From an optimization exercise on the open Yosys and OpenROAD flow, aimed at small area; shortcuts taken in it are not production practice. The RTL was checked by simulation tests, not by an equivalence proof against the original design. The flow treats the clock pin as an ideal source, which a real chip does not have. Power is estimated from default activity; no workload was simulated.

### design/flow/config.mk
export PLATFORM = sky130hd
export DESIGN_NAME = copycat_core
export DESIGN_NICKNAME = copycat_core
export VERILOG_FILES = /design/flow/design.v
export SDC_FILE = /design/flow/constraint.sdc
export NUM_CORES = 4
export LEC_CHECK = 0
export CAP_MARGIN = 0
export CORE_MARGIN = 2
export CORE_UTILIZATION = 70
export GPL_TIMING_DRIVEN = 0
export PLACE_DENSITY = 0.85
export SLEW_MARGIN = 0
### design/flow/constraint.sdc
create_clock -name core_clock -period 10.0 [get_ports {clk}]
set_input_delay 2.0000 -clock core_clock [delete_from_list [all_inputs] [get_ports {clk}]]
set_output_delay 2.0000 -clock core_clock [all_outputs]
set_load 0.01 [all_outputs]
### design/flow/design.v
module copycat_core (
    input  wire       clk,
    input  wire       rst,         
    input  wire [2:0] in_raw,      
    output reg        out_sig,
    output reg        out_stat,
    output wire [7:0] nvm_addr,
    output wire [7:0] nvm_wdata,
    input  wire [7:0] nvm_rdata,
    output wire       nvm_rd,
    output wire       nvm_wr,
    input  wire       nvm_ready,
    output wire       wdt_kick
);
    localparam [4:0] CTL_TICK       = 5'h0;
    localparam [4:0] CTL_TRIG       = 5'h1;
    localparam [4:0] REC_ARM        = 5'hd;
    localparam [4:0] REC_WAIT_REL   = 5'h3;
    localparam [4:0] REC_WAIT_PRESS = 5'h4;
    localparam [4:0] REC_SYNC       = 5'ha;
    localparam [4:0] REC_CHECK      = 5'h8;
    localparam [4:0] REC_WRITE      = 5'h6;
    localparam [4:0] REC_FINAL      = 5'hb;
    localparam [4:0] REC_DONE       = 5'h7;
    localparam [4:0] PB_CLEAR       = 5'hc;
    localparam [4:0] PB_LEN         = 5'h9;
    localparam [4:0] PB_SYNC        = 5'h2;
    localparam [4:0] PB_LOAD        = 5'hf;
    localparam [4:0] PB_DONE        = 5'he;
    localparam [4:0] REC_BIT0       = 5'h10;
    localparam [4:0] PB_BIT0        = 5'h18;
    reg [3:0] tick_cnt;
    reg [2:0] prev_raw;
    reg [2:0] deb;
    reg       tick_flag;
    reg [4:0] s;
    reg [9:0] hold;
    reg [3:0] led;
    reg [7:0] shreg;
    reg [7:0] len;
    reg [7:0] idx;
    wire d_prog = deb[0];
    wire d_act  = deb[1];
    wire d_trig = deb[2];
    wire bitst   = s[4];
    wire pb_bit  = s[4] & s[3];
    wire last_bit = s[2:0] == 3'd7;
    assign nvm_rd   = (s == PB_LEN) || (s == PB_LOAD);
    assign nvm_wr   = (s == REC_WRITE) || (s == REC_FINAL);
    assign wdt_kick = (s == CTL_TICK) || (s == REC_WAIT_REL) ||
                      (s == REC_WAIT_PRESS) || bitst;
    assign nvm_addr  = idx;
    assign nvm_wdata = shreg;
    wire rec_more = d_prog && !(&idx);
    wire idx_clr  = (s == CTL_TICK) || (s == CTL_TRIG) ||
                    ((s == REC_CHECK) && !rec_more);
    wire idx_inc  = (s == PB_SYNC) || ((s == REC_CHECK) && rec_more) ||
                    (pb_bit && tick_flag && last_bit && (idx != len));
    wire hold_last = (hold == 10'b1010110010);
    wire tick = &tick_cnt;
    wire restart_tick = (s == REC_SYNC) || (s == PB_SYNC);
    always @(posedge clk) begin
        if (rst) begin
            tick_cnt <= 4'd0;
            prev_raw <= 3'b111;
            deb      <= 3'b000;
        end else begin
            tick_cnt <= restart_tick ? 4'd0 : tick_cnt + 4'd1;
            if (tick) begin
                deb      <= ~(in_raw | prev_raw);
                prev_raw <= in_raw;
            end
        end
    end
    wire consume = tick_flag && ((s == CTL_TICK) || bitst);
    always @(posedge clk) begin
        if (rst)
            tick_flag <= 1'b0;
        else if (tick)
            tick_flag <= 1'b1;
        else if (consume)
            tick_flag <= 1'b0;
    end
    always @(posedge clk) begin
        if (rst) begin
            s        <= CTL_TICK;
        end else begin
            if (bitst) begin
                if (tick_flag) begin
                    s <= s + 5'd1;
                    if (last_bit) begin
                        if (!pb_bit)
                            s <= REC_WRITE;
                        else if (idx == len)
                            s <= PB_DONE;
                        else
                            s   <= PB_LOAD;
                    end
                end
            end else
            case (s)
                CTL_TICK: begin
                    s <= CTL_TRIG;
                    if (tick_flag) begin
                        if (d_prog && hold_last)
                            s <= REC_ARM;
                    end
                end
                CTL_TRIG: s <= (d_act || d_trig) ? PB_CLEAR : CTL_TICK;
                REC_ARM: begin
                    s        <= REC_WAIT_REL;
                end
                REC_WAIT_REL:   if (!d_prog) s <= REC_WAIT_PRESS;
                REC_WAIT_PRESS: if (d_prog)  s <= REC_SYNC;
                REC_SYNC: s <= REC_CHECK;
                REC_CHECK: begin
                    if (rec_more)
                        s     <= REC_BIT0;
                    else begin
                        s     <= REC_FINAL;
                    end
                end
                REC_WRITE: if (nvm_ready) s <= REC_CHECK;
                REC_FINAL: if (nvm_ready) s <= REC_DONE;
                REC_DONE: begin
                    s        <= CTL_TRIG;
                end
                PB_CLEAR: begin
                    s        <= PB_LEN;
                end
                PB_LEN: begin
                    len <= nvm_rdata;
                    if (nvm_ready)
                        s <= (nvm_rdata == 8'd0) ? CTL_TICK : PB_SYNC;
                end
                PB_SYNC: s <= PB_LOAD;
                PB_LOAD: begin
                    if (nvm_ready)
                        s <= PB_BIT0;
                end
                PB_DONE: begin
                    s        <= CTL_TICK;
                end
                default: s <= CTL_TICK;
            endcase
        end
    end
    always @(posedge clk)
        idx <= (idx + {7'd0, idx_inc}) & {8{~idx_clr}};
    wire hold_en = (s == CTL_TICK) && tick_flag;
    always @(posedge clk)
        hold <= ({10{hold_en && d_prog && !hold_last}} & {hold[8:0], ~(hold[9] ^ hold[6])}) |
                ({10{!hold_en}} & hold);
    wire sh_shift = bitst && tick_flag;
    wire sh_rd    = (s == PB_LOAD);
    wire sh_cnt   = (s == REC_CHECK) && !rec_more;
    always @(posedge clk)
        shreg <= ({8{sh_shift}} & {shreg[6:0], d_act & ~pb_bit}) |
                 ({8{sh_rd}} & nvm_rdata) | ({8{sh_cnt}} & idx) |
                 ({8{!(sh_shift || sh_rd || sh_cnt)}} & shreg);
    wire led_en = (s == CTL_TICK) && tick_flag;
    wire [3:0] led_next = {led[2:0], ~((~led[3] & led[1] & ~led[0]) | (led[3] & ~led[1] & ~led[0]) | (led[3] & led[1] & led[0]))};
    always @(posedge clk)
        led <= {4{!rst}} & (({4{led_en}} & led_next) | ({4{!led_en}} & led));
    wire o_bit = bitst && tick_flag;
    wire o_val = pb_bit ? shreg[7] : d_act;
    wire o_arm = (s == REC_ARM);
    wire o_clr = (s == REC_DONE) || (s == PB_CLEAR) || (s == PB_DONE);
    wire o_tog = (s == CTL_TICK) && tick_flag && led[3] && !led[2] && !led[1];
    wire o_keep = !o_bit && !o_arm && !o_clr;
    always @(posedge clk) begin
        out_sig  <= !rst && ((o_bit && o_val) || (o_keep && out_sig));
        out_stat <= !rst && ((o_bit && o_val) || o_arm || (o_keep && (out_stat ^ o_tog)));
    end
endmodule
### design/flow/flow/run.sh
#!/bin/bash
# Own layout flow:
#  1. the standard synthesis, then its combinational logic restructured
#     (ABC &deepsyn) and re-mapped for
#     area by ABC (registers untouched, names kept);
#  2. the standard floorplan and placement, with the smallest buffer cell
#     on the ports;
#  3. a clock tree of CTS_K buffers driven by the clock port (flow/cts.tcl);
#  4. the standard flow from there (routing, finishing).
set -euo pipefail
R=orfs/results/${FLOW_PLATFORM}/copycat_core/base
LIB=${FLOW_HOME}/platforms/${FLOW_PLATFORM}/lib/sky130_fd_sc_hd__tt_025C_1v80.lib
YOSYS=${FLOW_HOME}/../tools/install/yosys/bin/yosys
[[ -x $YOSYS ]] || YOSYS=yosys
OPENROAD=${FLOW_HOME}/../tools/install/OpenROAD/bin/openroad
[[ -x $OPENROAD ]] || OPENROAD=openroad
source flow/cts_params.sh

bash standard.sh synth > 1_standard_synth.log 2>&1
cp $R/1_2_yosys.v standard_netlist.v
sed -e "s#LIBFILE#${LIB}#g" -e "s#TOPNAME#${FLOW_TOP}#g" flow/resynth.ys > resynth_run.ys
$YOSYS -s resynth_run.ys > 2_resynth.log 2>&1
cp resynth_netlist.v $R/1_2_yosys.v
touch $R/1_2_yosys.v

export BUFFER_PORTS_ARGS="-buffer_cell sky130_fd_sc_hd__buf_1"
bash standard.sh place > 3_standard_place.log 2>&1

PLATFORM_DIR=${FLOW_HOME}/platforms/${FLOW_PLATFORM} RESULTS_DIR=$R \
CLOCK_PORT=clk CTS_K=$CTS_K CTS_BUF=$CTS_BUF \
  $OPENROAD -no_init -exit flow/cts.tcl > 4_own_cts.log 2>&1
touch $R/4_1_cts.odb

bash standard.sh > 5_standard_finish.log 2>&1
if [[ -f orfs/logs/${FLOW_PLATFORM}/copycat_core/base/4_1_cts.log ]]; then
  echo "standard CTS ran over the own clock tree" >&2
  exit 1
fi
### design/flow/flow/cts.tcl
# Clock tree: the clock port drives CTS_K buffers of type CTS_BUF, each of
# which drives one cluster of the registers (equal-size k-means on their
# placement).
set P $::env(PLATFORM_DIR)
set R $::env(RESULTS_DIR)
read_liberty $P/lib/sky130_fd_sc_hd__tt_025C_1v80.lib
read_db $R/3_place.odb
read_sdc $R/3_place.sdc
source $P/setRC.tcl
set K $::env(CTS_K)
set BUF $::env(CTS_BUF)
set clknet $::env(CLOCK_PORT)

set items {}
foreach p [all_registers -clock_pins] {
  set bb [[[sta::sta_to_db_pin $p] getInst] getBBox]
  lappend items [list [expr {([$bb xMin] + [$bb xMax]) / 2.0}] [expr {([$bb yMin] + [$bb yMax]) / 2.0}] [get_full_name $p]]
}
set items [lsort -real -index 0 $items]
set n [llength $items]
# initial centres: K strips by x; then Lloyd iterations
set centres {}
for {set k 0} {$k < $K} {incr k} {
  set g [lrange $items [expr {$k * $n / $K}] [expr {($k + 1) * $n / $K - 1}]]
  set sx 0; set sy 0
  foreach it $g { set sx [expr {$sx + [lindex $it 0]}]; set sy [expr {$sy + [lindex $it 1]}] }
  lappend centres [list [expr {$sx / [llength $g]}] [expr {$sy / [llength $g]}]]
}
# Lloyd iterations with equal-size clusters: pairs (register, centre) are
# taken in order of distance, each centre up to ceil(n / K) registers.
set cap [expr {($n + $K - 1) / $K}]
for {set iter 0} {$iter < 20} {incr iter} {
  set pairs {}
  set i 0
  foreach it $items {
    for {set k 0} {$k < $K} {incr k} {
      set c [lindex $centres $k]
      lappend pairs [list [expr {abs([lindex $it 0] - [lindex $c 0]) + abs([lindex $it 1] - [lindex $c 1])}] $i $k]
    }
    incr i
  }
  set pairs [lsort -real -index 0 $pairs]
  set owner [lrepeat $n -1]
  set fill [lrepeat $K 0]
  foreach pr $pairs {
    lassign $pr d i k
    if {[lindex $owner $i] >= 0 || [lindex $fill $k] >= $cap} continue
    lset owner $i $k
    lset fill $k [expr {[lindex $fill $k] + 1}]
  }
  set groups {}
  for {set k 0} {$k < $K} {incr k} { lappend groups {} }
  set i 0
  foreach it $items {
    set k [lindex $owner $i]
    lset groups $k [concat [lindex $groups $k] [list $it]]
    incr i
  }
  set centres {}
  foreach g $groups {
    set sx 0; set sy 0
    foreach it $g { set sx [expr {$sx + [lindex $it 0]}]; set sy [expr {$sy + [lindex $it 1]}] }
    lappend centres [list [expr {$sx / max(1, [llength $g])}] [expr {$sy / max(1, [llength $g])}]]
  }
}
set k 0
foreach g $groups c $centres {
  if {[llength $g] == 0} continue
  set pins {}
  foreach it $g { lappend pins [get_pins [lindex $it 2]] }
  puts "cluster $k: [llength $g] registers at [expr {[lindex $c 0] / 1000.0}] [expr {[lindex $c 1] / 1000.0}]"
  insert_buffer -buffer_cell $BUF -net $clknet -load_pins $pins \
    -location [list [expr {[lindex $c 0] / 1000.0}] [expr {[lindex $c 1] / 1000.0}]] \
    -buffer_name clkbuf_leaf_$k -net_name clknet_leaf_$k
  incr k
}
foreach net [get_nets clknet_leaf_*] { [sta::sta_to_db_net $net] setSigType CLOCK }
[sta::sta_to_db_net [get_nets $clknet]] setSigType CLOCK
detailed_placement
check_placement -verbose
set_propagated_clock [all_clocks]
estimate_parasitics -placement
report_clock_skew
set worst 0
foreach p [all_registers -clock_pins] { set s [get_property $p slew_max]; if {$s > $worst} { set worst $s } }
puts "worst register clock-pin slew (placement estimate): $worst"
report_worst_slack -max
report_worst_slack -min
write_db $R/4_1_cts.odb
write_sdc -no_timestamp $R/4_cts.sdc
### design/flow/flow/cts_params.sh
CTS_K=3
CTS_BUF=sky130_fd_sc_hd__clkbuf_8
### design/flow/flow/resynth.abc
strash
&get -n
&deepsyn -T 60
&put
&get -n
&st
&dch -f
&nf -a -p -R 1000
&put
strash
&get -n
&st
&dch -f
&nf -a -p -R 1000
&put
strash
&get -n
&st
&dch -f
&nf -a -p -R 1000
&put
### design/flow/flow/resynth.ys
# Re-map the combinational logic of the standard synthesis for area.
# The registers stay the standard synthesis's cells, with their names.
read_liberty -ignore_miss_func LIBFILE
read_verilog standard_netlist.v
hierarchy -top TOPNAME
blackbox sky130_fd_sc_hd__*df* sky130_fd_sc_hd__*dl* sky130_fd_sc_hd__conb_1
flatten
opt -purge
abc -liberty LIBFILE -dont_use sky130_fd_sc_hd__lpflow_bleeder_1 -dont_use sky130_fd_sc_hd__lpflow_clkbufkapwr_1 -dont_use sky130_fd_sc_hd__lpflow_clkbufkapwr_16 -dont_use sky130_fd_sc_hd__lpflow_clkbufkapwr_2 -dont_use sky130_fd_sc_hd__lpflow_clkbufkapwr_4 -dont_use sky130_fd_sc_hd__lpflow_clkbufkapwr_8 -dont_use sky130_fd_sc_hd__lpflow_clkinvkapwr_1 -dont_use sky130_fd_sc_hd__lpflow_clkinvkapwr_16 -dont_use sky130_fd_sc_hd__lpflow_clkinvkapwr_2 -dont_use sky130_fd_sc_hd__lpflow_clkinvkapwr_4 -dont_use sky130_fd_sc_hd__lpflow_clkinvkapwr_8 -dont_use sky130_fd_sc_hd__lpflow_decapkapwr_12 -dont_use sky130_fd_sc_hd__lpflow_decapkapwr_3 -dont_use sky130_fd_sc_hd__lpflow_decapkapwr_4 -dont_use sky130_fd_sc_hd__lpflow_decapkapwr_6 -dont_use sky130_fd_sc_hd__lpflow_decapkapwr_8 -dont_use sky130_fd_sc_hd__lpflow_inputiso0n_1 -dont_use sky130_fd_sc_hd__lpflow_inputiso0p_1 -dont_use sky130_fd_sc_hd__lpflow_inputiso1n_1 -dont_use sky130_fd_sc_hd__lpflow_inputiso1p_1 -dont_use sky130_fd_sc_hd__lpflow_inputisolatch_1 -dont_use sky130_fd_sc_hd__lpflow_isobufsrc_1 -dont_use sky130_fd_sc_hd__lpflow_isobufsrc_16 -dont_use sky130_fd_sc_hd__lpflow_isobufsrc_2 -dont_use sky130_fd_sc_hd__lpflow_isobufsrc_4 -dont_use sky130_fd_sc_hd__lpflow_isobufsrc_8 -dont_use sky130_fd_sc_hd__lpflow_isobufsrckapwr_16 -dont_use sky130_fd_sc_hd__lpflow_lsbuf_lh_hl_isowell_tap_1 -dont_use sky130_fd_sc_hd__lpflow_lsbuf_lh_hl_isowell_tap_2 -dont_use sky130_fd_sc_hd__lpflow_lsbuf_lh_hl_isowell_tap_4 -dont_use sky130_fd_sc_hd__lpflow_lsbuf_lh_isowell_4 -dont_use sky130_fd_sc_hd__lpflow_lsbuf_lh_isowell_tap_1 -dont_use sky130_fd_sc_hd__lpflow_lsbuf_lh_isowell_tap_2 -dont_use sky130_fd_sc_hd__lpflow_lsbuf_lh_isowell_tap_4 -dont_use sky130_fd_sc_hd__probe_p_8 -dont_use sky130_fd_sc_hd__probec_p_8  -script flow/resynth.abc
opt_clean -purge
rename -hide w:*.*
opt_clean -purge
stat -liberty LIBFILE
write_verilog -noattr -nohex -nodec resynth_netlist.v
### design/flow/standard.sh
#!/bin/bash
# synth_recipe.tcl (not shown) runs the flow's synth.tcl, then flattens the netlist and writes it again
# the make line also repeats each setting of config.mk as NAME=value (left out here)
make -C /OpenROAD-flow-scripts/flow DESIGN_CONFIG=/design/flow/config.mk WORK_HOME=/design/flow/orfs CLKGATE_MAP_FILE= SYNTH_SCRIPT=/design/flow/synth_recipe.tcl "${@:-finish}"
==> results of run 1 <==
## power by group through the flow
stage | combinational, W | sequential [W] | clock, W
6_report | 0.000175 | 0.000298 | 0.0000805
3_5_place_dp | 0.000170 | 0.000301 | 0
3_3_place_gp | 0.000168 | 0.000301 | 0
2_1_floorplan | 0.000119 | 0.000299 | 0
5_1_grt | 0.000194 | 0.000302 | 0.0000876
## how the worst min path moves through the flow
stage	to	depth (start not counted)	slack, ns
after global placement	deb[0]$_SDFFE_PP0P_	1	0.43
after detailed placement	deb[1]$_SDFFE_PP0P_	1	0.44
final	deb[1]$_SDFFE_PP0P_	1	0.45
after floorplan	deb[2]$_SDFFE_PP0P_	2	0.42
after global routing	deb[0]$_SDFFE_PP0P_	1	0.47
## sequential cells by signal, indices dropped and copies added (netlist names)
name,cells
idx,8
prev_raw,3
led,4
shreg,8
out_sig,1
deb,3
s,5
tick_cnt,4
len,8
tick_flag,1
out_stat,1
hold,10
## stage by stage
step                 power, W  cell area, sq um
finish              0.0005535              2550
global route        0.0005843              2550
detailed placement  0.0004714              2509
global placement    0.0004692              2509
floorplan           0.0004177              2326
## area by class of cell
cell class | count | area [sq um]
sequential | 56 | 1201
multi-input combinational | 190 | 1102
fill | 224 | 553.0
timing repair buffer | 34 | 127.6
tap | 44 | 55.05
clock buffer | 3 | 41.29
inverter | 6 | 22.52
## per-layer routing
layer / share of wire, % / track usage, % / vias up / wire length [um]
met5: 0 / 0 / - / 0
li1: - / - / 1027 / -
met3: 9.2 / 2.101 / 13 / 492
met2: 46 / 46.02 / 124 / 2473
met4: 1.9 / 7.295 / 0 / 102
met1: 42 / 40.55 / 988 / 2258
==> impl_metrics.prom, run 1 <==
# TYPE chip_impl_metric gauge
chip_impl_metric{name="detailedRoute.firstPassIterationCount",unit=""} 5
chip_impl_info{name="critPathCapture",value="nvm_rd"} 1
chip_impl_metric{name="grt_usage",unit="%"} 28.17
chip_impl_metric{name="place.detailed.instances",unit=""} 330
chip_impl_metric{name="cp_max_fo",unit=""} 15
chip_impl_metric{name="final_worst_clock_skew",unit="ns"} 0.005075
chip_impl_info{name="timing.setup.critical_path_class",value="register to primary output"} 1
chip_impl_metric{name="die_h",unit="um"} 61.65
chip_impl_info{name="path_cells",value="and2_0 -> nand2_1 -> o21ai_0 -> buf_1"} 1
chip_impl_metric{name="r2r.worst_path.cells",unit=""} 6
chip_impl_metric{name="synth_area_per_cell",unit="sq um"} 9.230
chip_impl_metric{name="final_layout_size_suffix_gt1_share",unit="%"} 1.038
chip_impl_metric{name="internal_power",unit="W"} 0.0003478
chip_impl_info{name="critical_path.startpoint",value="s[0]$_SDFFE_PP0P_"} 1
chip_impl_metric{name="power_density",unit="nW/um^2"} 217.0
chip_impl_metric{name="fin_crit_share",unit="%"} 36.52
chip_impl_metric{name="global_route.overflow_total",unit=""} 0
chip_impl_info{name="r2r_start",value="s[0]$_SDFFE_PP0P_"} 1
chip_impl_metric{name="timing.slew.headroom",unit="%"} 35.16
chip_impl_metric{name="postSynthCellCount",unit=""} 252
chip_impl_metric{name="drv_slew",unit=""} 0
chip_impl_metric{name="yosysWarningCount",unit=""} 1
chip_impl_info{name="min-delay-path-class",value="register to register"} 1
chip_impl_info{name="setup.worst_path.end_class",value="primary output"} 1
chip_impl_metric{name="sequentialPowerShare",unit="%"} 53.8
chip_impl_metric{name="non_filler_cells_final",unit=""} 333
chip_impl_info{name="timing.rr.end",value="shreg[5]$_DFF_P_"} 1
chip_impl_metric{name="initial_antenna_violation_count",unit=""} 0
chip_impl_info{name="most_common_cell_after_layout_fill_and_taps_aside",value="sky130_fd_sc_hd__dfxtp_1"} 1
chip_impl_metric{name="final_hold_viol_count",unit=""} 0
chip_impl_info{name="timing.critical_path.max_delay_family",value="flip-flops"} 1
chip_impl_metric{name="top_level_pins",unit=""} 35
chip_impl_metric{name="critical-path-max-stage-delay",unit="ns"} 0.63
chip_impl_metric{name="grt_pass1_vias",unit=""} 1814
chip_impl_metric{name="worst-endpoint-required",unit="ns"} 8.00
chip_impl_metric{name="drt-vias-per-instance",unit=""} 6.462
chip_impl_info{name="min_from",value="prev_raw[1]$_SDFFE_PP1P_"} 1
chip_impl_metric{name="dp_slack",unit="ns"} 6.635
chip_impl_info{name="grt_setup_unrepaired",value="false"} 1
chip_impl_metric{name="setup_total_negative_slack",unit="ns"} 0
chip_impl_metric{name="antenna_left",unit=""} 0
chip_impl_metric{name="grt_max_degree",unit=""} 20
chip_impl_metric{name="io_buffer_count",unit=""} 34
chip_impl_metric{name="netSwitchingFraction",unit="%"} 37.17
chip_impl_metric{name="design.core.area",unit="sq um"} 3103
chip_impl_metric{name="gp_congestion",unit=""} 0.9099
chip_impl_metric{name="clkTransAtPathRegs",unit="ns"} 0.10
chip_impl_metric{name="grt_pass1_wl",unit="mm"} 8.224
chip_impl_info{name="outcome",value="complete, no violations"} 1
chip_impl_metric{name="fin_hold_ws",unit="ns"} 0.4512
chip_impl_metric{name="timing.max_cap.violations",unit=""} 0
chip_impl_metric{name="route.final.wire_length",unit="mm"} 5.328
chip_impl_metric{name="layout-area-overhead-vs-synth",unit="%"} 9.629
chip_impl_metric{name="design.die.area",unit="sq um"} 3800
chip_impl_metric{name="fin_nets",unit=""} 305
chip_impl_metric{name="syn-cell-area",unit="sq um"} 2326
chip_impl_metric{name="row_count",unit=""} 20
chip_impl_metric{name="detail_route.drc_violations",unit=""} 0
chip_impl_metric{name="critPathBufInv",unit=""} 1
chip_impl_info{name="most-common-layout-cells",value="sky130_fd_sc_hd__dfxtp_1, sky130_fd_sc_hd__nand2_1, sky130_fd_sc_hd__buf_1"} 1
chip_impl_info{name="cpMaxStageDelayCell",value="sky130_fd_sc_hd__dfxtp_1"} 1
chip_impl_metric{name="post_synthesis_net_count",unit=""} 266
chip_impl_metric{name="critical_path_arrival",unit="ns"} 1.65
chip_impl_metric{name="insertedDiodeCount",unit=""} 0
chip_impl_metric{name="fin_ws",unit="ns"} 6.348
chip_impl_metric{name="start_util",unit="%"} 74.96
chip_impl_metric{name="setup_violations",unit=""} 0
chip_impl_metric{name="routed_wirelength_normalized_by_instance_count",unit="um"} 16.00
chip_impl_metric{name="path_depth",unit=""} 4
chip_impl_metric{name="finish.utilization",unit="%"} 82.18
chip_impl_metric{name="leakage",unit="nW"} 0.8984
chip_impl_metric{name="drt_first_iter_violations",unit=""} 209
chip_impl_metric{name="clkLatencyLatePin",unit="ns"} 0.16
chip_impl_metric{name="p_sw",unit="W"} 0.0002057
chip_impl_metric{name="reg2reg_slack",unit="ns"} 7.54
chip_impl_metric{name="ir_drop",unit="mV"} 0.1848
chip_impl_metric{name="die_w",unit="um"} 61.65
chip_impl_info{name="crit_path_start_kind",value="register"} 1
chip_impl_metric{name="share_comb_of_total_power",unit="%"} 31.6
chip_impl_metric{name="final.min_clock_period",unit="ns"} 3.652
chip_impl_metric{name="vias",unit=""} 2152
chip_impl_metric{name="proportion_of_power_drawn_by_the_clock_network",unit="%"} 14.5
chip_impl_metric{name="tightestPinTransition",unit="ns"} 0.9652
chip_impl_metric{name="timing.fmax",unit="MHz"} 273.8
chip_impl_metric{name="place.detailed.hpwl",unit="mm"} 3.943
==> run 2, diff against run 1 <==
--- a/design/flow/config.mk
+++ b/design/flow/config.mk
@@ -10,3 +10,2 @@
 export CORE_UTILIZATION = 70
-export GPL_TIMING_DRIVEN = 0
 export PLACE_DENSITY = 0.85
==> run 2 against run 1 <==
Still clean on timing, DRC and antenna. Wire length increased by 0.99%. Global-route usage decreased by 0.79 points. Maximum frequency increased by 0.31%. Clock-buffer cell count unchanged. Combinational power about the same. Synthesized cell count unchanged. Total power increased by 0.86%. Largest cell class unchanged. Largest power group unchanged.
==> impl_metrics.prom, run 2 <==
# TYPE chip_impl_metric gauge
chip_impl_metric{name="grt_pass1_vias",unit=""} 1711
chip_impl_metric{name="fillerInstances",unit=""} 200
chip_impl_metric{name="gp_congestion",unit=""} 0.9540
chip_impl_metric{name="timing.slew.headroom",unit="%"} 30.94
chip_impl_metric{name="final_worst_clock_skew",unit="ns"} 0.005543
chip_impl_metric{name="start_util",unit="%"} 74.96
chip_impl_info{name="timing.rr.end",value="shreg[4]$_DFF_P_"} 1
chip_impl_metric{name="drt-vias-per-instance",unit=""} 6.384
chip_impl_metric{name="ir_drop",unit="mV"} 0.1897
chip_impl_metric{name="hold_critical_path_depth",unit=""} 2
chip_impl_metric{name="non_filler_cells_final",unit=""} 333
chip_impl_metric{name="yosysWarningCount",unit=""} 1
chip_impl_metric{name="critical-path-max-stage-delay",unit="ns"} 0.64
chip_impl_metric{name="power_density",unit="nW/um^2"} 218.9
chip_impl_metric{name="detailedRoute.firstPassIterationCount",unit=""} 8
chip_impl_metric{name="final_layout_size_suffix_gt1_share",unit="%"} 1.038
chip_impl_metric{name="netSwitchingFraction",unit="%"} 37.70
chip_impl_metric{name="clkTransAtPathRegs",unit="ns"} 0.11
chip_impl_metric{name="drv_slew",unit=""} 0
chip_impl_metric{name="global_route.overflow_total",unit=""} 0
chip_impl_info{name="min-delay-path-class",value="register to register"} 1
chip_impl_info{name="outcome",value="complete, no violations"} 1
chip_impl_metric{name="die_h",unit="um"} 61.65
chip_impl_metric{name="sequentialPowerShare",unit="%"} 53.6
chip_impl_info{name="timing.setup.critical_path_class",value="register to primary output"} 1
chip_impl_info{name="most-common-layout-cells",value="sky130_fd_sc_hd__dfxtp_1, sky130_fd_sc_hd__nand2_1, sky130_fd_sc_hd__buf_1"} 1
chip_impl_metric{name="p_sw",unit="W"} 0.0002105
chip_impl_metric{name="grt_pass1_wl",unit="mm"} 7.948
chip_impl_metric{name="design.die.area",unit="sq um"} 3800
chip_impl_metric{name="tightestPinTransition",unit="ns"} 1.028
chip_impl_metric{name="top_level_pins",unit=""} 35
chip_impl_info{name="grt_setup_unrepaired",value="false"} 1
chip_impl_metric{name="antenna_left",unit=""} 0
chip_impl_metric{name="layout-area-overhead-vs-synth",unit="%"} 9.629
chip_impl_metric{name="internal_power",unit="W"} 0.0003477
chip_impl_metric{name="critical_path_arrival",unit="ns"} 1.64
chip_impl_metric{name="place.detailed.hpwl",unit="mm"} 3.981
chip_impl_metric{name="final.min_clock_period",unit="ns"} 3.641
chip_impl_info{name="grt_most_used_layer",value="met2"} 1
chip_impl_metric{name="largest_register_ffs",unit=""} 10
chip_impl_metric{name="vias",unit=""} 2126
chip_impl_metric{name="timing.max_cap.violations",unit=""} 0
chip_impl_metric{name="io_buffer_count",unit=""} 34
chip_impl_metric{name="routed_wirelength_normalized_by_instance_count",unit="um"} 16.16
chip_impl_metric{name="postSynthCellCount",unit=""} 252
chip_impl_info{name="hold-path-endpoint",value="shreg[7]$_DFF_P_"} 1
chip_impl_metric{name="design.core.area",unit="sq um"} 3103
chip_impl_metric{name="setup_total_negative_slack",unit="ns"} 0
chip_impl_metric{name="clkLatencyLatePin",unit="ns"} 0.16
chip_impl_info{name="regMostFlops",value="hold"} 1
chip_impl_metric{name="fin_nets",unit=""} 305
chip_impl_metric{name="global_route.usage.met2",unit="%"} 44.36
chip_impl_metric{name="reg2reg_slack",unit="ns"} 7.54
chip_impl_metric{name="r2r.worst_path.cells",unit=""} 6
chip_impl_metric{name="share_comb_of_total_power",unit="%"} 31.9
chip_impl_metric{name="grt_max_degree",unit=""} 20
chip_impl_metric{name="worst-endpoint-required",unit="ns"} 8.00
chip_impl_info{name="r2r_start",value="s[0]$_SDFFE_PP0P_"} 1
chip_impl_metric{name="final_hold_viol_count",unit=""} 0
chip_impl_metric{name="drt_first_iter_violations",unit=""} 339
chip_impl_metric{name="synth_area_per_cell",unit="sq um"} 9.230
chip_impl_metric{name="cp_max_fo",unit=""} 15
chip_impl_metric{name="post_synthesis_net_count",unit=""} 266
chip_impl_metric{name="insertedDiodeCount",unit=""} 0
chip_impl_metric{name="grt.met1_usage",unit="%"} 41.51
chip_impl_info{name="crit_path_start_kind",value="register"} 1
chip_impl_metric{name="setup_violations",unit=""} 0
chip_impl_metric{name="place.detailed.instances",unit=""} 330
chip_impl_metric{name="leakage",unit="nW"} 0.8984
chip_impl_metric{name="fin_hold_ws",unit="ns"} 0.4629
chip_impl_info{name="cpMaxStageDelayCell",value="sky130_fd_sc_hd__dfxtp_1"} 1
chip_impl_metric{name="groute.layer.met3.usage",unit="%"} 1.891
chip_impl_info{name="path_cells",value="nand2_1 -> nor2_1 -> nand2_1 -> o21ai_0 -> buf_1"} 1
chip_impl_metric{name="timing.fmax",unit="MHz"} 274.7
chip_impl_metric{name="fin_crit_share",unit="%"} 36.41
chip_impl_info{name="min_from",value="shreg[6]$_DFF_P_"} 1
chip_impl_metric{name="route.final.wire_length",unit="mm"} 5.381
chip_impl_metric{name="detail_route.drc_violations",unit=""} 0
chip_impl_metric{name="grt_usage",unit="%"} 27.38
chip_impl_metric{name="initial_antenna_violation_count",unit=""} 0
chip_impl_metric{name="proportion_of_power_drawn_by_the_clock_network",unit="%"} 14.5
chip_impl_info{name="most_common_cell_after_layout_fill_and_taps_aside",value="sky130_fd_sc_hd__dfxtp_1"} 1
chip_impl_info{name="setup.worst_path.end_class",value="primary output"} 1
chip_impl_metric{name="die_w",unit="um"} 61.65
chip_impl_info{name="worst_path_most_repeated_cell",value="sky130_fd_sc_hd__nand2_1"} 1
chip_impl_metric{name="syn-cell-area",unit="sq um"} 2326
chip_impl_metric{name="row_count",unit=""} 20
==> run 2: metrics by stage <==
step / area [sq um] / utilization [%] / power [W] / setup slack, ns
final: 2550 / 82.18 / 0.0005582 / 6.359
after global routing: 2550 / 82.18 / 0.0005842 / 6.294
after detailed placement: 2509 / 80.85 / 0.0004740 / 6.624
after global placement: 2509 / 80.85 / 0.0004749 / 6.650
after floorplan: 2326 / - / 0.0004177 / 6.839
==> run 2: power by group through the flow <==
stage | clock network (W) | logic, W | registers, W
global route | 0.0000866 | 0.000194 | 0.000303
global placement | 0 | 0.000173 | 0.000302
finish | 0.0000810 | 0.000178 | 0.000299
floorplan | 0 | 0.000119 | 0.000299
detailed placement | 0 | 0.000171 | 0.000303
==> run 2: how the worst max path moves through the flow <==
stage | from | end | slack, ns
6_report | s[0]$_SDFFE_PP0P_ | nvm_wr | 6.36
5_1_grt | s[3]$_SDFFE_PP0P_ | nvm_rd | 6.29
3_5_place_dp | s[0]$_SDFFE_PP0P_ | nvm_rd | 6.62
3_3_place_gp | s[0]$_SDFFE_PP0P_ | nvm_rd | 6.65
2_1_floorplan | s[0]$_SDFFE_PP0P_ | nvm_rd | 6.84
==> run 2: cell type report <==
type	instances	area, sq um	share of cell area (%)
Tap cell	44	55.05	2.159
Multi-Input combinational cell	190	1102	43.23
Timing Repair Buffer	34	127.6	5.005
Clock buffer	3	41.29	1.619
Sequential cell	56	1201	47.10
Inverter	6	22.52	0.8832
==> run 2: per-layer routing <==
layer  part of all wire [%]  vias up
li1                       -     1034
met1                     44      953
met2                     45      131
met3                     10        8
met4                   0.98        0
met5                      0        -
==> run 2: worst max-delay path: cells and delay by family (launching register included) <==
family | cells | cell delay, ns
buffers and inverters | 1 | 0.19
flip-flops | 1 | 0.64
AND/OR/NAND/NOR | 3 | 0.51
AO/OA/AOI/OAI | 1 | 0.14
==> run 3, diff against run 2 <==
--- a/design/flow/flow/run.sh
+++ b/design/flow/flow/run.sh
@@ -3,4 +3,4 @@
 #  1. the standard synthesis, then its combinational logic restructured
-#     (ABC &deepsyn) and re-mapped for
-#     area by ABC (registers untouched, names kept);
+#     (ABC &deepsyn, best of 8 seeds) and re-mapped for area by ABC
+#     (registers untouched, names kept);
 #  2. the standard floorplan and placement, with the smallest buffer cell
@@ -20,4 +20,26 @@
 cp $R/1_2_yosys.v standard_netlist.v
-sed -e "s#LIBFILE#${LIB}#g" -e "s#TOPNAME#${FLOW_TOP}#g" flow/resynth.ys > resynth_run.ys
-$YOSYS -s resynth_run.ys > 2_resynth.log 2>&1
+# ABC's &deepsyn is run from 8 random seeds, 4 at a time; each result must
+# pass a SAT proof against the standard netlist; the smallest is kept.
+python3 flow/cutff.py standard_netlist.v cut_standard.v
+export LIB YOSYS
+printf '%s\n' 1 2 3 4 5 6 7 8 | xargs -P 4 -I{} bash flow/resynth_one.sh {} || true
+best=
+barea=
+for S in 1 2 3 4 5 6 7 8; do
+  a=$(grep -i "chip area" 2_resynth_${S}.log 2>/dev/null | tail -1 | awk '{print $NF}')
+  ok=no; [[ -f resynth_${S}.ok ]] && ok=yes
+  echo "seed $S area $a proven $ok" >> 2_resynth_choice.log
+  if [[ $ok == yes && -n "$a" ]]; then
+    if [[ -z "$best" ]] || awk -v x="$a" -v y="$barea" 'BEGIN{exit !(x < y)}'; then
+      best=$S; barea=$a
+    fi
+  fi
+done
+if [[ -z "$best" ]]; then
+  echo "no re-mapped netlist was proven; keeping the standard netlist" >> 2_resynth_choice.log
+  cp standard_netlist.v resynth_netlist_0.v
+  best=0
+fi
+echo "kept seed $best (area $barea)" >> 2_resynth_choice.log
+cp resynth_netlist_${best}.v resynth_netlist.v
 cp resynth_netlist.v $R/1_2_yosys.v
==> design/flow/flow/cutff.py (new file) <==
#!/usr/bin/env python3
"""Cut a gate netlist at its flip-flops: each flip-flop becomes an input port
(its outputs) and output ports (its data inputs), so that two netlists with
the same flip-flops can be compared as combinational logic.
usage: cutff.py in.v out.v"""
import re, sys
src = open(sys.argv[1]).read()
m = re.search(r'module\s+(\S+)\s*\((.*?)\);', src, re.S)
ports = [p.strip() for p in m.group(2).split(',') if p.strip()]
inst_re = re.compile(r'^\s*(sky130_fd_sc_hd__\w*(?:df|dl)\w*)\s+(\S+)\s*\((.*?)\);', re.S | re.M)
newp, decl, assigns = [], [], []
def body(mm):
    typ, name, conns = mm.group(1), mm.group(2), mm.group(3)
    key = re.sub(r'[^A-Za-z0-9_]', '_', name.lstrip('\\'))
    for pin, net in re.findall(r'\.(\w+)\(([^()]*)\)', conns):
        net = net.strip()
        if pin in ('CLK', 'GATE', 'GATE_N', 'CLK_N') or not net:
            continue
        pn = 'ff_%s_%s' % (key, pin)
        newp.append(pn)
        if pin in ('Q', 'Q_N'):
            decl.append('  input %s;' % pn); assigns.append('  assign %s = %s;' % (net, pn))
        else:
            decl.append('  output %s;' % pn); assigns.append('  assign %s = %s;' % (pn, net))
    return ''
src2 = inst_re.sub(body, src)
src2 = src2.replace(m.group(0), 'module %s(%s);' % (m.group(1), ', '.join(ports + sorted(set(newp)))), 1)
i = src2.rindex('endmodule')
src2 = src2[:i] + '\n'.join(sorted(set(decl))) + '\n' + '\n'.join(assigns) + '\n' + src2[i:]
open(sys.argv[2], 'w').write(src2)
==> design/flow/flow/equiv.ys (new file) <==
# Combinational equivalence of two netlists cut at the same flip-flops.
read_liberty -ignore_miss_func LIBFILE
read_verilog GOLD
rename TOPNAME gold
read_verilog GATE
rename TOPNAME gate
setattr -mod -unset top gold gate
flatten gold gate
opt_clean
miter -equiv -flatten -make_assert -ignore_gold_x gold gate miter
hierarchy -top miter
sat -verify -prove-asserts -show-ports -set-init-zero miter
--- a/design/flow/flow/resynth.abc
+++ b/design/flow/flow/resynth.abc
@@ -2,3 +2,3 @@
 &get -n
-&deepsyn -T 60
+&deepsyn -T 30 -S SEED
 &put
==> design/flow/flow/resynth.ys (replaced) <==
# Re-map the combinational logic of the standard synthesis for area.
# The registers stay the standard synthesis's cells, with their names.
read_liberty -ignore_miss_func LIBFILE
read_verilog standard_netlist.v
hierarchy -top TOPNAME
blackbox sky130_fd_sc_hd__*df* sky130_fd_sc_hd__*dl* sky130_fd_sc_hd__conb_1
flatten
opt -purge
abc -liberty LIBFILE -dont_use sky130_fd_sc_hd__lpflow_bleeder_1 -dont_use sky130_fd_sc_hd__lpflow_clkbufkapwr_1 -dont_use sky130_fd_sc_hd__lpflow_clkbufkapwr_16 -dont_use sky130_fd_sc_hd__lpflow_clkbufkapwr_2 -dont_use sky130_fd_sc_hd__lpflow_clkbufkapwr_4 -dont_use sky130_fd_sc_hd__lpflow_clkbufkapwr_8 -dont_use sky130_fd_sc_hd__lpflow_clkinvkapwr_1 -dont_use sky130_fd_sc_hd__lpflow_clkinvkapwr_16 -dont_use sky130_fd_sc_hd__lpflow_clkinvkapwr_2 -dont_use sky130_fd_sc_hd__lpflow_clkinvkapwr_4 -dont_use sky130_fd_sc_hd__lpflow_clkinvkapwr_8 -dont_use sky130_fd_sc_hd__lpflow_decapkapwr_12 -dont_use sky130_fd_sc_hd__lpflow_decapkapwr_3 -dont_use sky130_fd_sc_hd__lpflow_decapkapwr_4 -dont_use sky130_fd_sc_hd__lpflow_decapkapwr_6 -dont_use sky130_fd_sc_hd__lpflow_decapkapwr_8 -dont_use sky130_fd_sc_hd__lpflow_inputiso0n_1 -dont_use sky130_fd_sc_hd__lpflow_inputiso0p_1 -dont_use sky130_fd_sc_hd__lpflow_inputiso1n_1 -dont_use sky130_fd_sc_hd__lpflow_inputiso1p_1 -dont_use sky130_fd_sc_hd__lpflow_inputisolatch_1 -dont_use sky130_fd_sc_hd__lpflow_isobufsrc_1 -dont_use sky130_fd_sc_hd__lpflow_isobufsrc_16 -dont_use sky130_fd_sc_hd__lpflow_isobufsrc_2 -dont_use sky130_fd_sc_hd__lpflow_isobufsrc_4 -dont_use sky130_fd_sc_hd__lpflow_isobufsrc_8 -dont_use sky130_fd_sc_hd__lpflow_isobufsrckapwr_16 -dont_use sky130_fd_sc_hd__lpflow_lsbuf_lh_hl_isowell_tap_1 -dont_use sky130_fd_sc_hd__lpflow_lsbuf_lh_hl_isowell_tap_2 -dont_use sky130_fd_sc_hd__lpflow_lsbuf_lh_hl_isowell_tap_4 -dont_use sky130_fd_sc_hd__lpflow_lsbuf_lh_isowell_4 -dont_use sky130_fd_sc_hd__lpflow_lsbuf_lh_isowell_tap_1 -dont_use sky130_fd_sc_hd__lpflow_lsbuf_lh_isowell_tap_2 -dont_use sky130_fd_sc_hd__lpflow_lsbuf_lh_isowell_tap_4 -dont_use sky130_fd_sc_hd__probe_p_8 -dont_use sky130_fd_sc_hd__probec_p_8  -script resynth_SEED.abc
opt_clean -purge
rename -hide w:*.*
opt_clean -purge
stat -liberty LIBFILE
write_verilog -noattr -nohex -nodec resynth_netlist_SEED.v
==> design/flow/flow/resynth_one.sh (new file) <==
#!/bin/bash
# resynth_one.sh SEED: one re-mapping of standard_netlist.v (ABC seed SEED),
# then a SAT proof that its logic between the flip-flops equals the
# standard netlist's; writes resynth_netlist_SEED.v and resynth_SEED.ok.
set -uo pipefail
S=$1
sed -e "s#SEED#${S}#g" flow/resynth.abc > resynth_${S}.abc
sed -e "s#LIBFILE#${LIB}#g" -e "s#TOPNAME#${FLOW_TOP}#g" -e "s#SEED#${S}#g" flow/resynth.ys > resynth_${S}.ys
$YOSYS -s resynth_${S}.ys > 2_resynth_${S}.log 2>&1 || exit 0
python3 flow/cutff.py resynth_netlist_${S}.v cut_resynth_${S}.v || exit 0
sed -e "s#LIBFILE#${LIB}#g" -e "s#TOPNAME#${FLOW_TOP}#g" -e "s#GOLD#cut_standard.v#" -e "s#GATE#cut_resynth_${S}.v#" flow/equiv.ys > equiv_${S}.ys
$YOSYS -s equiv_${S}.ys > 2_equiv_${S}.log 2>&1 && touch resynth_${S}.ok
exit 0
==> run 3 against run 2 <==
Core utilization rose by 0.36 points. Clock skew rose by 0.00063 ns. Largest power group unchanged. Sequential power barely moved. Hold slack barely moved. Clock power rose by 0.5%. Critical endpoint is now nvm_rd. Global-route usage rose by 1.2 points.
==> impl_metrics.prom, run 3 <==
# TYPE chip_impl_metric gauge
chip_impl_info{name="outcome",value="complete, no violations"} 1
chip_impl_metric{name="p_sw",unit="W"} 0.0001922
chip_impl_metric{name="drt-vias-per-instance",unit=""} 6.498
chip_impl_metric{name="place.detailed.hpwl",unit="mm"} 3.972
chip_impl_metric{name="proportion_of_power_drawn_by_the_clock_network",unit="%"} 15.1
chip_impl_metric{name="die_h",unit="um"} 61.69
chip_impl_metric{name="grt_pass1_vias",unit=""} 1880
chip_impl_metric{name="internal_power",unit="W"} 0.0003460
chip_impl_metric{name="grt_pass1_wl",unit="mm"} 8.321
chip_impl_metric{name="seqCellArea",unit="sq um"} 1201
chip_impl_metric{name="start_util",unit="%"} 75.08
chip_impl_metric{name="row_count",unit=""} 20
chip_impl_metric{name="timing.max_cap.violations",unit=""} 0
chip_impl_metric{name="sequentialPowerShare",unit="%"} 56.0
chip_impl_metric{name="insertedDiodeCount",unit=""} 0
chip_impl_metric{name="detail_route.drc_violations",unit=""} 0
chip_impl_metric{name="timing.fmax",unit="MHz"} 251.2
chip_impl_metric{name="final_worst_clock_skew",unit="ns"} 0.006170
chip_impl_metric{name="final_hold_viol_count",unit=""} 0
chip_impl_metric{name="grt_max_degree",unit=""} 20
chip_impl_metric{name="yosysWarningCount",unit=""} 1
chip_impl_metric{name="fin_hold_ws",unit="ns"} 0.4625
chip_impl_metric{name="ir_drop",unit="mV"} 0.1663
chip_impl_metric{name="drt_first_iter_violations",unit=""} 252
chip_impl_metric{name="setup_total_negative_slack",unit="ns"} 0
chip_impl_metric{name="postSynthCellCount",unit=""} 245
chip_impl_metric{name="fillerInstances",unit=""} 215
chip_impl_metric{name="antenna_left",unit=""} 0
chip_impl_metric{name="grt_usage",unit="%"} 28.60
chip_impl_info{name="timing.setup.critical_path_class",value="register to primary output"} 1
chip_impl_metric{name="synth_area_per_cell",unit="sq um"} 9.509
chip_impl_metric{name="io_buffer_count",unit=""} 34
chip_impl_metric{name="post_synthesis_net_count",unit=""} 259
chip_impl_metric{name="leakage",unit="nW"} 0.9564
chip_impl_metric{name="die_w",unit="um"} 61.69
chip_impl_info{name="most-common-layout-cells",value="sky130_fd_sc_hd__dfxtp_1, sky130_fd_sc_hd__buf_1, sky130_fd_sc_hd__nor2_1"} 1
chip_impl_metric{name="clkTransAtPathRegs",unit="ns"} 0.11
chip_impl_metric{name="setup_violations",unit=""} 0
chip_impl_info{name="most_common_cell_after_layout_fill_and_taps_aside",value="sky130_fd_sc_hd__dfxtp_1"} 1
chip_impl_metric{name="worst-endpoint-required",unit="ns"} 8.00
chip_impl_metric{name="vias",unit=""} 2125
chip_impl_metric{name="detailedRoute.firstPassIterationCount",unit=""} 5
chip_impl_metric{name="design.die.area",unit="sq um"} 3806
chip_impl_metric{name="layout-area-overhead-vs-synth",unit="%"} 9.936
chip_impl_info{name="crit_path_start_kind",value="register"} 1
chip_impl_info{name="grt_setup_unrepaired",value="false"} 1
chip_impl_metric{name="route.final.wire_length",unit="mm"} 5.243
chip_impl_metric{name="fin_crit_share",unit="%"} 39.81
chip_impl_metric{name="critical_path_arrival",unit="ns"} 1.98
chip_impl_info{name="regMostFlops",value="hold"} 1
chip_impl_metric{name="multiInputGateArea",unit="sq um"} 1121
chip_impl_metric{name="design_power_total",unit="W"} 0.0005382
chip_impl_metric{name="netSwitchingFraction",unit="%"} 35.72
chip_impl_metric{name="drv_slew",unit=""} 0
chip_impl_metric{name="initial_antenna_violation_count",unit=""} 0
chip_impl_metric{name="tightestPinTransition",unit="ns"} 0.8089
chip_impl_metric{name="design.core.area",unit="sq um"} 3103
chip_impl_metric{name="final.min_clock_period",unit="ns"} 3.981
chip_impl_metric{name="share_comb_of_total_power",unit="%"} 28.8
chip_impl_info{name="setup.worst_path.end_class",value="primary output"} 1
chip_impl_metric{name="cp_max_fo",unit=""} 14
chip_impl_metric{name="largest_register_ffs",unit=""} 10
chip_impl_metric{name="gp_congestion",unit=""} 0.9065
chip_impl_metric{name="global_route.overflow_total",unit=""} 0
chip_impl_metric{name="syn-cell-area",unit="sq um"} 2330
chip_impl_metric{name="final_layout_size_suffix_gt1_share",unit="%"} 1.413
chip_impl_metric{name="clkLatencyLatePin",unit="ns"} 0.16
chip_impl_metric{name="timing.slew.headroom",unit="%"} 46.04
chip_impl_metric{name="top_level_pins",unit=""} 35
chip_impl_metric{name="power_density",unit="nW/um^2"} 210.1
chip_impl_metric{name="fin_nets",unit=""} 299
chip_impl_metric{name="routed_wirelength_normalized_by_instance_count",unit="um"} 16.03
chip_impl_info{name="min-delay-path-class",value="register to register"} 1
run 3: critical path: stages (launching register included):
cell                      delay (ns)
sky130_fd_sc_hd__dfxtp_1        0.63
sky130_fd_sc_hd__and3_1         0.31
sky130_fd_sc_hd__nand2_1        0.09
sky130_fd_sc_hd__nor2_1         0.50
sky130_fd_sc_hd__a21o_1         0.15
sky130_fd_sc_hd__buf_1          0.15
run 3: power groups by stage:
| stage | Combinational [W] | Clock, W | Sequential, W |
|---|---|---|---|
| 2_1_floorplan | 0.0000997 | 0 | 0.000303 |
| 3_3_place_gp | 0.000149 | 0 | 0.000302 |
| 3_5_place_dp | 0.000153 | 0 | 0.000305 |
| 5_1_grt | 0.000174 | 0.0000871 | 0.000306 |
| 6_report | 0.000155 | 0.0000814 | 0.000302 |
run 3: layout make-up:
type | instances | area share (%)
Inverter | 2 | 0.2931
Clock buffer | 3 | 1.612
Sequential cell | 56 | 46.90
Tap cell | 44 | 2.149
Timing Repair Buffer | 35 | 5.276
Multi-Input combinational cell | 187 | 43.77
run 3: through the flow:
stage / instances / instance area [sq um] / utilization, % / setup WS, ns
2_1_floorplan: 245 / 2330 / - / 6.647
3_3_place_gp: 324 / 2520 / 81.21 / 6.348
3_5_place_dp: 324 / 2520 / 81.21 / 6.280
5_1_grt: 327 / 2561 / 82.54 / 5.948
6_report: 327 / 2561 / 82.54 / 6.019
run 3: worst paths after layout:
check | startpoint | to | slack [ns] | cells after the start
hold reg to reg | prev_raw[1]$_SDFFE_PP1P_ | deb[1]$_SDFFE_PP0P_ | 0.46 | 1
hold / removal | prev_raw[1]$_SDFFE_PP1P_ | deb[1]$_SDFFE_PP0P_ | 0.46 | 1
setup reg to reg | s[4]$_SDFF_PP0_ | idx[7]$_DFF_P_ | 7.03 | 10
setup / recovery | s[2]$_SDFFE_PP0P_ | nvm_rd | 6.02 | 5
run 3: metal layers:
metal	track usage (%)	wire length, um	vias up
met2	52.03	2607	111
met3	3.313	382	18
met1	36.68	2149	981
met5	0	0	-
li1	-	-	1015
met4	6.079	104	0
==> run 4, diff against run 3 <==
--- a/design/flow/flow/resynth.abc
+++ b/design/flow/flow/resynth.abc
@@ -2,3 +2,3 @@
 &get -n
-&deepsyn -T 30 -S SEED
+&deepsyn -T 45 -S SEED
 &put
==> run 4 against run 3 <==
Still clean. Global-route usage grew 2.1 points. Total power is 5.5% higher. Clock power barely moved. Final area is 0.49% lower. Combinational power up 15%. Clock skew decreased by 0.0012 ns. Setup slack gained 0.23 ns. Clock-buffer cell count unchanged. Sequential power rose by 2%. Sequential share of layout area grew 0.23 points. Core utilization is 0.40 points lower. Critical endpoint unchanged. Largest cell class unchanged.
==> impl_metrics.prom, run 4 <==
# TYPE chip_impl_metric gauge
chip_impl_info{name="outcome",value="complete, no violations"} 1
chip_impl_metric{name="internal_power",unit="W"} 0.0003566
chip_impl_metric{name="start_util",unit="%"} 74.92
chip_impl_metric{name="drv_slew",unit=""} 0
chip_impl_metric{name="timing.slew.headroom",unit="%"} 22.48
chip_impl_metric{name="routed_wirelength_normalized_by_instance_count",unit="um"} 17.13
chip_impl_metric{name="top_level_pins",unit=""} 35
chip_impl_metric{name="detail_route.drc_violations",unit=""} 0
chip_impl_metric{name="route.final.wire_length",unit="mm"} 5.600
chip_impl_info{name="hold-path-endpoint",value="deb[2]$_SDFFE_PP0P_"} 1
chip_impl_metric{name="setup_violations",unit=""} 0
chip_impl_metric{name="stdcell_area",unit="sq um"} 2549
chip_impl_metric{name="row_count",unit=""} 20
chip_impl_metric{name="die_w",unit="um"} 61.63
chip_impl_info{name="min-delay-path-class",value="register to register"} 1
chip_impl_info{name="most-common-layout-cells",value="sky130_fd_sc_hd__dfxtp_1, sky130_fd_sc_hd__nand2_1, sky130_fd_sc_hd__buf_1"} 1
chip_impl_metric{name="worst-endpoint-required",unit="ns"} 8.00
chip_impl_info{name="regMostFlops",value="hold"} 1
chip_impl_metric{name="die_h",unit="um"} 61.63
chip_impl_metric{name="syn-cell-area",unit="sq um"} 2325
chip_impl_metric{name="power_density",unit="nW/um^2"} 222.8
chip_impl_metric{name="insertedDiodeCount",unit=""} 0
chip_impl_metric{name="largest_register_ffs",unit=""} 10
chip_impl_metric{name="design.die.area",unit="sq um"} 3798
chip_impl_metric{name="critical_path_arrival",unit="ns"} 1.75
chip_impl_metric{name="setup_total_negative_slack",unit="ns"} 0
chip_impl_metric{name="grt_pass1_wl",unit="mm"} 8.797
chip_impl_metric{name="fin_hold_ws",unit="ns"} 0.4611
chip_impl_metric{name="proportion_of_power_drawn_by_the_clock_network",unit="%"} 14.4
chip_impl_metric{name="drt-vias-per-instance",unit=""} 6.590
chip_impl_metric{name="vias",unit=""} 2155
chip_impl_metric{name="design.core.area",unit="sq um"} 3103
chip_impl_metric{name="initial_antenna_violation_count",unit=""} 0
chip_impl_metric{name="timing.max_cap.violations",unit=""} 0
chip_impl_metric{name="detailed_place.area",unit="sq um"} 2507
chip_impl_metric{name="share_comb_of_total_power",unit="%"} 31.3
chip_impl_info{name="timing.rr.end",value="idx[7]$_DFF_P_"} 1
chip_impl_metric{name="final_layout_size_suffix_gt1_share",unit="%"} 1.060
chip_impl_metric{name="final_hold_viol_count",unit=""} 0
chip_impl_metric{name="gp_congestion",unit=""} 0.9387
chip_impl_metric{name="yosysWarningCount",unit=""} 1
chip_impl_info{name="r2r_start",value="s[4]$_SDFF_PP0_"} 1
chip_impl_info{name="crit_path_start_kind",value="register"} 1
chip_impl_metric{name="post_synthesis_net_count",unit=""} 260
chip_impl_metric{name="netSwitchingFraction",unit="%"} 37.21
chip_impl_info{name="path_cells",value="nor2b_1 -> nand2_1 -> o21ai_0 -> buf_1"} 1
chip_impl_metric{name="antenna_left",unit=""} 0
chip_impl_info{name="timing.setup.critical_path_class",value="register to primary output"} 1
chip_impl_metric{name="reg2reg_slack",unit="ns"} 7.03
chip_impl_metric{name="non_filler_cells_final",unit=""} 327
chip_impl_metric{name="tightestPinTransition",unit="ns"} 1.153
chip_impl_metric{name="postSynthCellCount",unit=""} 246
chip_impl_metric{name="hold_critical_path_depth",unit=""} 1
chip_impl_metric{name="cp_max_fo",unit=""} 15
chip_impl_info{name="setup.worst_path.end_class",value="primary output"} 1
chip_impl_metric{name="clkLatencyLatePin",unit="ns"} 0.16
chip_impl_metric{name="global_route.overflow_total",unit=""} 0
chip_impl_metric{name="place.detailed.hpwl",unit="mm"} 4.048
chip_impl_metric{name="leakage",unit="nW"} 0.9319
chip_impl_metric{name="grt_max_degree",unit=""} 20
chip_impl_metric{name="final_worst_clock_skew",unit="ns"} 0.005004
chip_impl_metric{name="r2r.worst_path.cells",unit=""} 9
chip_impl_info{name="most_common_cell_after_layout_fill_and_taps_aside",value="sky130_fd_sc_hd__dfxtp_1"} 1
chip_impl_metric{name="sequentialPowerShare",unit="%"} 54.3
chip_impl_metric{name="synth_area_per_cell",unit="sq um"} 9.450
chip_impl_metric{name="place.detailed.instances",unit=""} 324
chip_impl_metric{name="fin_nets",unit=""} 299
chip_impl_info{name="grt_setup_unrepaired",value="false"} 1
chip_impl_metric{name="drt_first_iter_violations",unit=""} 269
chip_impl_metric{name="grt_pass1_vias",unit=""} 1866
chip_impl_metric{name="fin_crit_share",unit="%"} 37.46
chip_impl_metric{name="ir_drop",unit="mV"} 0.1634
chip_impl_metric{name="layout-area-overhead-vs-synth",unit="%"} 9.634
chip_impl_metric{name="final.min_clock_period",unit="ns"} 3.746
chip_impl_metric{name="timing.fmax",unit="MHz"} 266.9
chip_impl_metric{name="grt_usage",unit="%"} 30.68
chip_impl_info{name="min_from",value="prev_raw[2]$_SDFFE_PP1P_"} 1
chip_impl_metric{name="clkTransAtPathRegs",unit="ns"} 0.11
chip_impl_info{name="cpMaxStageDelayCell",value="sky130_fd_sc_hd__dfxtp_1"} 1
chip_impl_metric{name="detailedRoute.firstPassIterationCount",unit=""} 9
chip_impl_metric{name="p_sw",unit="W"} 0.0002113
chip_impl_metric{name="io_buffer_count",unit=""} 34
chip_impl_info{name="critical_path.startpoint",value="s[3]$_SDFFE_PP0P_"} 1
chip_impl_metric{name="critical-path-max-stage-delay",unit="ns"} 0.62
## run 4: cell types whose count changed in the layout (fill, tap and decap cells not counted), moves of 3 or more
cell and delta:
sky130_fd_sc_hd__nand2_1 +7, sky130_fd_sc_hd__nand3_1 -4, sky130_fd_sc_hd__or3_1 +4, sky130_fd_sc_hd__xnor2_1 +4, sky130_fd_sc_hd__nand2b_1 -3, sky130_fd_sc_hd__nand3b_1 -3
sky130_fd_sc_hd__nor4_1 -3, sky130_fd_sc_hd__o31ai_1 +3, sky130_fd_sc_hd__o32ai_1 -3, sky130_fd_sc_hd__xor2_1 -3
## run 4: worst max-delay path by stage
| stage | cells past startpoint | slack, ns | endpoint |
|---|---|---|---|
| 2_1_floorplan | 3 | 6.76 | nvm_rd |
| 3_3_place_gp | 4 | 6.55 | nvm_rd |
| 3_5_place_dp | 4 | 6.49 | nvm_rd |
| 5_1_grt | 4 | 6.09 | nvm_rd |
| 6_report | 4 | 6.25 | nvm_rd |
## run 4: worst max-delay path: cells and delay by family, from the launching register on
kind	cells	cell delay [ns]
flip-flops	1	0.62
AO/OA/AOI/OAI	1	0.22
AND/OR/NAND/NOR	2	0.57
buffers and inverters	1	0.17
## run 4: cell type report
cell class / instances / area (sq um)
Sequential cell: 56 / 1201
Inverter: 1 / 3.754
Timing Repair Buffer: 34 / 127.6
Clock buffer: 3 / 41.29
Tap cell: 44 / 55.05
Fill cell: 217 / 554.3
Multi-Input combinational cell: 189 / 1120
## run 4: per-stage QoR
stage	worst slack [ns]	utilization, %	power (W)
2_1_floorplan	6.755	-	0.0004267
3_3_place_gp	6.550	80.81	0.0004792
3_5_place_dp	6.495	80.81	0.0004863
5_1_grt	6.091	82.14	0.0006003
6_report	6.254	82.14	0.0005679
## run 4: metal layers
metal | part of all wire (%) | wire (um) | vias up | global-route usage, %
met5 | 0 | 0 | - | 0
met3 | 9.3 | 518 | 12 | 3.992
met1 | 43 | 2383 | 1013 | 44.52
met4 | 1.5 | 84 | 0 | 6.383
li1 | - | - | 1004 | -
met2 | 47 | 2614 | 126 | 49.47
## run 4: power groups by stage
stage | Sequential (W) | Combinational, W | Clock [W]
floorplan | 0.000309 | 0.000118 | 0
global placement | 0.000311 | 0.000168 | 0
detailed placement | 0.000311 | 0.000176 | 0
global route | 0.000314 | 0.000198 | 0.0000881
finish | 0.000309 | 0.000178 | 0.0000817

==> static timing again, ports no longer ideal <==
The flow's constraints put no driver on any port. The routed layouts listed below were extracted and timed again, unchanged, in two steps. Step 1 assumes that a clkbuf_16 drives the clock port and a buf_2 every other input. Step 2, shift: input delay + t, output delay - t, t = (earliest + latest rising clock arrival at the registers) / 2. This alone moves slack from input paths to output paths. Three values: ideal ports, drivers, drivers and shift; two values: the first two.
run	t, ns	slack for setup (ns)	worst data-port slew with drivers (ns)	pins driven straight from the clock port
run 1	0.205	6.348 / 6.302 / 6.507	0.04	3
run 2	0.209	6.359 / 6.311 / 6.520	0.04	3
run 3	0.202	6.019 / 5.977 / 6.179	0.04	3
run 4	0.204	6.254 / 6.210 / 6.414	0.03	3
After both steps every run listed still meets setup and hold.
